From an optimization exercise on the open Yosys and OpenROAD flow, aimed at small area, a short achievable clock period and few clock cycles per item; shortcuts taken in it are not production practice.
Where RTL was checked, it was by simulation tests only, not by an equivalence proof against the original.
Only the layout flow was run in run 2; the RTL was not checked for function there.

## flow/design.v (module list and top-level ports; edited modules follow where they fit)
// module wrs_fmd: 5108 lines
module wrs_fmd (
    input  wire               clk,
    input  wire               rst,         
    input  wire               cfg_valid,
    input  wire        [15:0] cfg_gain,    
    input  wire               in_valid,
    output wire               in_ready,
    input  wire signed [15:0] in_i,
    input  wire signed [15:0] in_q,
    output wire               out_valid,
    input  wire               out_ready,
    output wire signed [15:0] out_y        
);
  // ...
==> flow/flow/run.sh <==
#!/bin/bash
# The standard layout (standard synthesis unchanged), with setup repair
# aiming further below the clock period.  make's output goes to
# standard.log; each ORFS step keeps its own log under orfs/logs/.
bash standard.sh SETUP_SLACK_MARGIN=6.75 finish > standard.log 2>&1
==> flow/standard.sh <==
#!/bin/bash
# synth_recipe.tcl (not shown) runs the flow's synth.tcl, then flattens the netlist and writes it again
# the make line also repeats each setting of config.mk as NAME=value (left out here)
make -C /OpenROAD-flow-scripts/flow DESIGN_CONFIG=/design/flow/config.mk WORK_HOME=/design/flow/orfs CLKGATE_MAP_FILE= SYNTH_SCRIPT=/design/flow/synth_recipe.tcl "${@:-finish}"
==> flow/config.mk <==
export PLATFORM = sky130hd
export DESIGN_NAME = wrs_fmd
export DESIGN_NICKNAME = wrs_fmd
export VERILOG_FILES = /design/flow/design.v
export SDC_FILE = /design/flow/constraint.sdc
export NUM_CORES = 4
export LEC_CHECK = 0
export CAP_MARGIN = 20
export CORE_MARGIN = 2
export CORE_UTILIZATION = 55
export CTS_CLUSTER_DIAMETER = 110
export CTS_CLUSTER_SIZE = 26
export PLACE_DENSITY = 0.7
export SLEW_MARGIN = 20
==> flow/constraint.sdc <==
create_clock -name core_clock -period 11.0 [get_ports {clk}]
set_input_delay 2.2000 -clock core_clock [delete_from_list [all_inputs] [get_ports {clk}]]
set_output_delay 2.2000 -clock core_clock [all_outputs]
set_load 0.01 [all_outputs]
==> results.ini, run 1 <==
[setup_path]
setup.worst_path.end_class=flip-flop
crit_path_top_delay_cell=sky130_fd_sc_hd__edfxtp_1
end_point_of_the_critical_path=sn_q6$_DFFE_PN_

[logic_synthesis]
synthesis.nets=12500
synthSimpleGateAreaFrac_pct=5.71
yosys.area.top_type=sky130_fd_sc_hd__edfxtp_1
synth-compound-area-share_pct=10.3
synthMostInstantiatedCell=sky130_fd_sc_hd__xnor2_1
share_of_synthesized_registers_carrying_an_async_set_or_reset_pct=0
synth_cell_type_count=103

[layout]
n_clock_buffer=92
largest_class=multi-input combinational cells
stdcell_count=13800
nFlopsAndLatches=1443
most-common-layout-cells=2,061 x sky130_fd_sc_hd__xnor2_1, 1,357 x sky130_fd_sc_hd__edfxtp_1, 1,100 x sky130_fd_sc_hd__inv_1
nMultiInputCombCells=7876
clk_cell_area_share_pct=1.81
multi_input_gate_area_in_the_final_layout_um2=71800

[drt]
met2RoutedLength_mm=150
m1WireLength_mm=123
drt_iter0_markers=6145

[sta]
final-setup-viol-count=0
timing.final.crit_period_ns=4.27
final.setup.tns_ns=0
final.period_utilization_pct=38.8

[clock_network]
buffer_count_from_post_cts_setup_fixing=78
tritoncts_num_sinks=1443
cts_tree=done

[outcome]
status=complete, no violations

[global_route]
top_usage_layer=met2
groute.layer.met1.usage_pct=34.2
number_of_global_route_vias_before_repair=83200
gr-usage-all-layers_pct=27.5
grt_util_met2_pct=46.8

[min_path]
hold-path-cell-count=0

[die]
floorplan.rows=170

[run]
timing.max_cap.violations=0

Testbench counts, summed over its fixed seeds: cycles 4,264, items 4,096.
==> inputs of run 2 (changes only) <==
--- a/flow/design.v
+++ b/flow/design.v
@@ -219,18 +219,17 @@
     reg [19:0] y_q16;
     reg [0:0] sn_q16;
     reg [19:0] tha_q16;
     reg [0:0] zf_q16;
     reg [19:0] thp_q17;
     reg [0:0] d15_q17;
     reg [36:0] pa_q18;
     reg [36:0] pb_q18;
-    reg [15:0] res_q19;
-    reg [19:0] vld;    
+    reg [18:0] vld;    
     wire pp1 = ((bi_one[0] & a_i[0])) ^ bi_neg[0];
     wire pp2 = ((bi_one[0] & a_i[1]) | (bi_two[0] & a_i[0])) ^ bi_neg[0];
     wire pp3 = ((bi_one[0] & a_i[2]) | (bi_two[0] & a_i[1])) ^ bi_neg[0];
     wire pp4 = ((bi_one[0] & a_i[3]) | (bi_two[0] & a_i[2])) ^ bi_neg[0];
     wire pp5 = ((bi_one[0] & a_i[4]) | (bi_two[0] & a_i[3])) ^ bi_neg[0];
     wire pp6 = ((bi_one[0] & a_i[5]) | (bi_two[0] & a_i[4])) ^ bi_neg[0];
     wire pp7 = ((bi_one[0] & a_i[6]) | (bi_two[0] & a_i[5])) ^ bi_neg[0];
     wire pp8 = ((bi_one[0] & a_i[7]) | (bi_two[0] & a_i[6])) ^ bi_neg[0];
@@ -4901,17 +4900,17 @@
     wire hs4530 = pp4164 ^ 1'b1;
     wire hc4531 = pp4164 & 1'b1;
     wire [36:0] gp_0 = {hc4531, fc4529, fc4527, fc4525, fc4523, fc4521, fc4519, fc4517, fc4515, fc4513, fc4511, fc4509, fc4507, fc4505, fc4503, fc4501, fc4499, fc4497, fc4495, fc4493, fc4491, fc4489, fc4487, fc4485, fc4483, fc4481, fc4479, fc4477, fc4475, fc4473, fc4471, fc4469, fc4467, hc4465, hs4464, pp3978, pp3977};
     wire [36:0] gp_1 = {pp4165, hs4530, fs4528, fs4526, fs4524, fs4522, fs4520, fs4518, fs4516, fs4514, fs4512, fs4510, fs4508, fs4506, fs4504, fs4502, fs4500, fs4498, fs4496, fs4494, fs4492, fs4490, fs4488, fs4486, fs4484, fs4482, fs4480, fs4478, fs4476, fs4474, fs4472, fs4470, fs4468, fs4466, dg4167, dg4166, g_neg[0]};
     wire [37:0] ka4532 = {pa_q18, 1'b1} + {pb_q18, 1'b0};
     wire [36:0] p_c = ka4532[37:1];
     wire ovf = ~(&p_c[36:30] | ~|p_c[36:30]);
     wire [15:0] res_c = ovf ? (p_c[36] ? 16'h8000 : 16'h7fff) : p_c[30:15];
-    wire [15:0] res = res_q19;
+    wire [15:0] res = res_c;
     always @(posedge clk) begin
         if (en) begin
             ra_q1 <= rep_0;
             rb_q1 <= rep_1;
             ia_q1 <= imp_0;
             ib_q1 <= imp_1;
             are_q2 <= are_c;
             aim_q2 <= aim_c;
@@ -5066,26 +5065,25 @@
             y_q16 <= y_14;
             sn_q16 <= ~y_14[19];
             tha_q16 <= tha_c;
             zf_q16 <= zf;
             thp_q17 <= thp_c;
             d15_q17 <= d15_c;
             pa_q18 <= gp_0;
             pb_q18 <= gp_1;
-            res_q19 <= res_c;
         end
     end
     always @(posedge clk) begin
         if (rst)
-            vld <= 20'd0;
+            vld <= 19'd0;
         else if (en)
-            vld <= {vld[18:0], in_fire};
+            vld <= {vld[17:0], in_fire};
     end
-    wire last_v = vld[19];
+    wire last_v = vld[18];
     wire take = ~ov | out_ready;
     always @(posedge clk) begin
         if (rst) begin
             ov  <= 1'b0;
             sv  <= 1'b0;
             rdy <= 1'b1;
         end else if (take) begin
             if (sv) begin
==> run 2 against run 1 <==
Worst setup slack got worse by 0.25 ns. Cell count rose by 0.36%. Sequential cell count fell by 17. Clock skew fell by 0.013 ns. Sequential share of layout area fell by 0.23 points. Core utilization fell by 0.19 points. Routed wire length fell by 3.8%. First-iteration DRC count rose by 12%. Critical path type unchanged. Highest routed layer is now met4.
==> results.ini, run 2 <==
[drt]
routed_wl_mm=298  ; was 310 mm
via_per_inst=5.86  ; was 5.87
num_vias=81200  ; was 81,100
drt_pre_antenna_iters=6  ; unchanged
route.detailed.drc=0  ; unchanged
antenna_violation_net_count_after_detailed_routing=0  ; unchanged
wire_per_inst_um=21.5  ; was 22.4 um
drt_iter0_markers=6902  ; was 6,145

[min_path]
hp-start=d8_q13$_DFFE_PN_  ; was d1_q10$_DFFE_PN_
worstHoldPathType=reg -> reg  ; unchanged
whs_endpoint=d8_q14$_DFFE_PN_  ; was d1_q11$_DFFE_PN_
hold-path-cell-count=0  ; unchanged

[placed_design]
io_buffers=70  ; unchanged
dp_cells=13500  ; about the same
gpl.final_weighted_congestion=0.900  ; was 0.903
dp_hpwl_mm=203  ; was 217 mm

[layout]
final_nets=12500  ; about the same
post-route-util_pct=59.5  ; was 59.7%
most-common-layout-cells=2,067 x sky130_fd_sc_hd__xnor2_1, 1,341 x sky130_fd_sc_hd__edfxtp_1, 1,099 x sky130_fd_sc_hd__inv_1  ; was 2,061 x sky130_fd_sc_hd__xnor2_1, 1,357 x sky130_fd_sc_hd__edfxtp_1, 1,100 x sky130_fd_sc_hd__inv_1
layout.filler_cells=17300  ; was 17,500
largest_registers=pa_q18 (36), pb_q18 (36)  ; unchanged
layout.cells.most_common=sky130_fd_sc_hd__xnor2_1  ; unchanged
stdcell_count=13900  ; was 13,800
drive_above_1_share_pct=7.89  ; was 8.35%
areaGrowthSynthToFinish_pct=7.71  ; was 7.78%

[die]
design.portCount=71  ; unchanged
core_area_um2=215000  ; about the same
die_height_um=468  ; was 469 um
floorplan.die_area_um2=219000  ; was 220,000 um^2
floorplan.rows=170  ; unchanged
initial_core_utilization_pct=55.3  ; was 55.4%
chip_width_um=468  ; was 469 um

[clock_network]
h-tree-depth=3  ; unchanged
clkTransAtPathRegs_ns=0.11  ; was 0.10 ns
postCtsHoldBufs=0  ; unchanged
worstSkewPairLatency_ns=0.75  ; was 0.76 ns
cts_tree=done  ; unchanged
tritoncts.num_buffers=70  ; was 73
buffer_levels_on_the_longest_clock_path=3  ; unchanged
ctsRootBufferMaster=sky130_fd_sc_hd__clkbuf_16  ; unchanged
tritoncts_num_sinks=1426  ; was 1,443

[run]
timing.max_cap.violations=0  ; unchanged

[sta]
final-setup-viol-count=0  ; unchanged
unrepaired_setup_endpoints_after_global_routing=yes  ; unchanged
timing.final.crit_period_ns=4.52  ; was 4.27 ns
slew-limit-headroom_pct=28.8  ; was 25.0%
final.setup_skew_ns=0.0383  ; was 0.0509 ns
final.period_utilization_pct=41.1  ; was 38.8%
drv_slew=0  ; unchanged
fmax_mhz=221  ; was 234 MHz
final_hold_viol_count=0  ; unchanged
worstMarginPinSlew_ns=1.07  ; was 1.12 ns
final.setup.tns_ns=0  ; unchanged

[logic_synthesis]
synthesis.nets=12600  ; was 12,500
ys_dominant_reg_cell=sky130_fd_sc_hd__edfxtp_1  ; unchanged
synth_common_cells=2,097 x sky130_fd_sc_hd__xnor2_1, 1,341 x sky130_fd_sc_hd__edfxtp_1, 1,105 x sky130_fd_sc_hd__inv_1  ; was 2,096 x sky130_fd_sc_hd__xnor2_1, 1,357 x sky130_fd_sc_hd__edfxtp_1, 1,106 x sky130_fd_sc_hd__inv_1
synth-seq-area-share_pct=35.4  ; was 35.6%
yosys.area.top_type=sky130_fd_sc_hd__edfxtp_1  ; unchanged
synth_cell_type_count=105  ; was 103
yosys_warnings=1  ; unchanged
postSynthCellCount=11000  ; about the same
synth.area.top_cells=sky130_fd_sc_hd__edfxtp_1 34%, sky130_fd_sc_hd__xnor2_1 15%, sky130_fd_sc_hd__ha_1 11%  ; unchanged
synth_seq_cells=1426  ; was 1,443
post_synthesis_instance_area_um2=119000  ; about the same
share_of_synthesized_registers_carrying_an_async_set_or_reset_pct=0  ; unchanged
synthMostInstantiatedCell=sky130_fd_sc_hd__xnor2_1  ; unchanged
synth.top_cell.area_share_pct=33.9  ; was 34.2%
syn-mean-instance-area_um2=10.8  ; was 10.9 um^2
synth_enable_flop_cells=1341  ; was 1,357

[global_route]
maximum_number_of_pins_on_one_net_before_global_route_repair=186  ; was 178
grt_first_pass_wirelength_mm=459  ; was 473 mm
gr-usage-all-layers_pct=26.5  ; was 27.5%
globalRoute.totalOverflow=0  ; unchanged
initial_antenna_violation_count=2  ; was 4
number_of_global_route_vias_before_repair=82800  ; was 83,200

[setup_path]
reg2reg_depth=19  ; was 22
startpoint_type=flip-flop  ; unchanged
setup.worst_path.end_class=flip-flop  ; unchanged
worst-endpoint-arrival_ns=5.02  ; was 4.79 ns
worst-path-max-fanout=6  ; was 3
r2r-start=d0_q2$_DFFE_PN_  ; was y_q5[30]$_DFFE_PN_
timing.critical_path.required_ns=11.50  ; was 11.51 ns
regToRegSetupSlack_ns=6.48  ; was 6.73 ns
worstSetupPathType=reg -> reg  ; unchanged
regToRegEndpoint=y_q3[30]$_DFFE_PN_  ; was sn_q6$_DFFE_PN_

[outcome]
status=complete, no violations  ; unchanged

run 2: cell count changes after synthesis, sizes merged, moves of 14 or more:
cell / change
and3: -15
o21ai: +35
edfxtp: -16
nand2: +58
nor2: +16
mux2: -14
o311ai: +18
run 2: layout make-up:
| cell class | count | area, um^2 | area share (%) |
|---|---|---|---|
| diodes | 1 | 2.50 | 0.00196 |
| inverters | 1111 | 4180 | 3.27 |
| well taps | 2838 | 3550 | 2.78 |
| clock buffers | 83 | 1840 | 1.44 |
| clock inverters | 20 | 285 | 0.223 |
| repair buffers | 434 | 4160 | 3.25 |
| flip-flops and latches | 1426 | 42000 | 32.8 |
| multi-input cells | 7949 | 71800 | 56.2 |
run 2: worst max-delay path, stage by stage, from the launching register on:
cell                        delay, ns
sky130_fd_sc_hd__edfxtp_1        0.41
sky130_fd_sc_hd__buf_12          0.14
sky130_fd_sc_hd__buf_4           0.18
sky130_fd_sc_hd__buf_4           0.18
sky130_fd_sc_hd__mux2_2          0.34
sky130_fd_sc_hd__ha_1            0.27
sky130_fd_sc_hd__ha_1            0.35
sky130_fd_sc_hd__a21o_1          0.18
sky130_fd_sc_hd__a21o_1          0.18
sky130_fd_sc_hd__a21o_1          0.17
sky130_fd_sc_hd__a21o_1          0.22
sky130_fd_sc_hd__a2111oi_4       0.36
sky130_fd_sc_hd__nor3b_2         0.13
sky130_fd_sc_hd__o31ai_2         0.33
sky130_fd_sc_hd__a21oi_2         0.12
sky130_fd_sc_hd__a41oi_2         0.22
sky130_fd_sc_hd__a21oi_2         0.10
sky130_fd_sc_hd__a21o_1          0.20
sky130_fd_sc_hd__a21oi_2         0.12
sky130_fd_sc_hd__xnor2_1         0.07
run 2: cells by family after synthesis:
kind of cell / count (synthesis) / synth area share, %
flip-flops: 1426 / 35.4
multiplexers: 121 / 1.06
buffers and inverters: 1635 / 5.54
AND/OR/NAND/NOR: 1492 / 5.92
adder cells (fa/ha/maj): 1764 / 21.1
AO/OA/AOI/OAI: 1856 / 10.6
XOR/XNOR: 2716 / 20.4
run 2: timing repair:
action	4_1_cts	5_1_grt
resized for setup	202	236
setup endpoints to repair	316	288
pin swaps	63	160
cloned	4	12
setup buffers	68	134
run 2: worst max-delay path by stage:
stage                           startpoint                   to  slack, ns
after global routing      d0n_q2$_DFFE_PN_   y_q3[30]$_DFFE_PN_       6.28
after CTS                  d0_q2$_DFFE_PN_   y_q3[30]$_DFFE_PN_       6.47
after floorplan            sv$_SDFFE_PP0P_  aim_q2[0]$_DFFE_PN_      -8.87
after global placement     d0_q2$_DFFE_PN_   y_q3[30]$_DFFE_PN_       5.64
after detailed placement   d0_q2$_DFFE_PN_   y_q3[30]$_DFFE_PN_       5.73
final                      d0_q2$_DFFE_PN_   y_q3[30]$_DFFE_PN_       6.48
run 2: metal layers:
| metal | track usage, % | part of all wire, % | vias up |
|---|---|---|---|
| met1 | 34.0 | 40 | 40000 |
| met2 | 44.6 | 47 | 2907 |
| met4 | 10.9 | 4.6 | 0 |
| met5 | 0 | 0 | - |
| met3 | 4.33 | 7.8 | 798 |
| li1 | - | - | 37500 |
run 2: through the flow:
step / instance area [um^2] / setup slack [ns] / hold slack [ns]
after CTS: 125000 / 6.47 / 0.416
after detailed placement: 122000 / 5.73 / 0.405
after global placement: 122000 / 5.64 / 0.401
final: 128000 / 6.48 / 0.418
after global routing: 128000 / 6.28 / 0.428
after floorplan: 119000 / -8.87 / 0.400

==> afterwards: timing with drivers on the ports <==
In the flow no input, the clock included, has a driving cell. The finished layouts below were timed again as built, in two steps.
Step 1 sets driving cells, clkbuf_16 on the clock port and buf_2 on the other inputs (assumed; they add their load-dependent delay and slew).
Step 2, shift: input delay + t, output delay - t, t = (earliest + latest rising clock arrival at the registers) / 2. This alone moves slack from input paths to output paths.
Slacks: ideal ports / drivers / drivers and shift; pairs: ideal ports / drivers.
| run | t (ns) | setup slack, ns | worst setup path after step 2 |
|---|---|---|---|
| run 1 | 0.840 | 6.727 / 6.727 / 6.348 | input to register |
| run 2 | 0.820 | 6.476 / 6.476 / 6.429 | input to register |
After both steps every run listed still meets setup and hold. For run 1, which loses most, drivers alone change the setup slack by 0.000 ns; drivers and shift together by -0.379 ns.
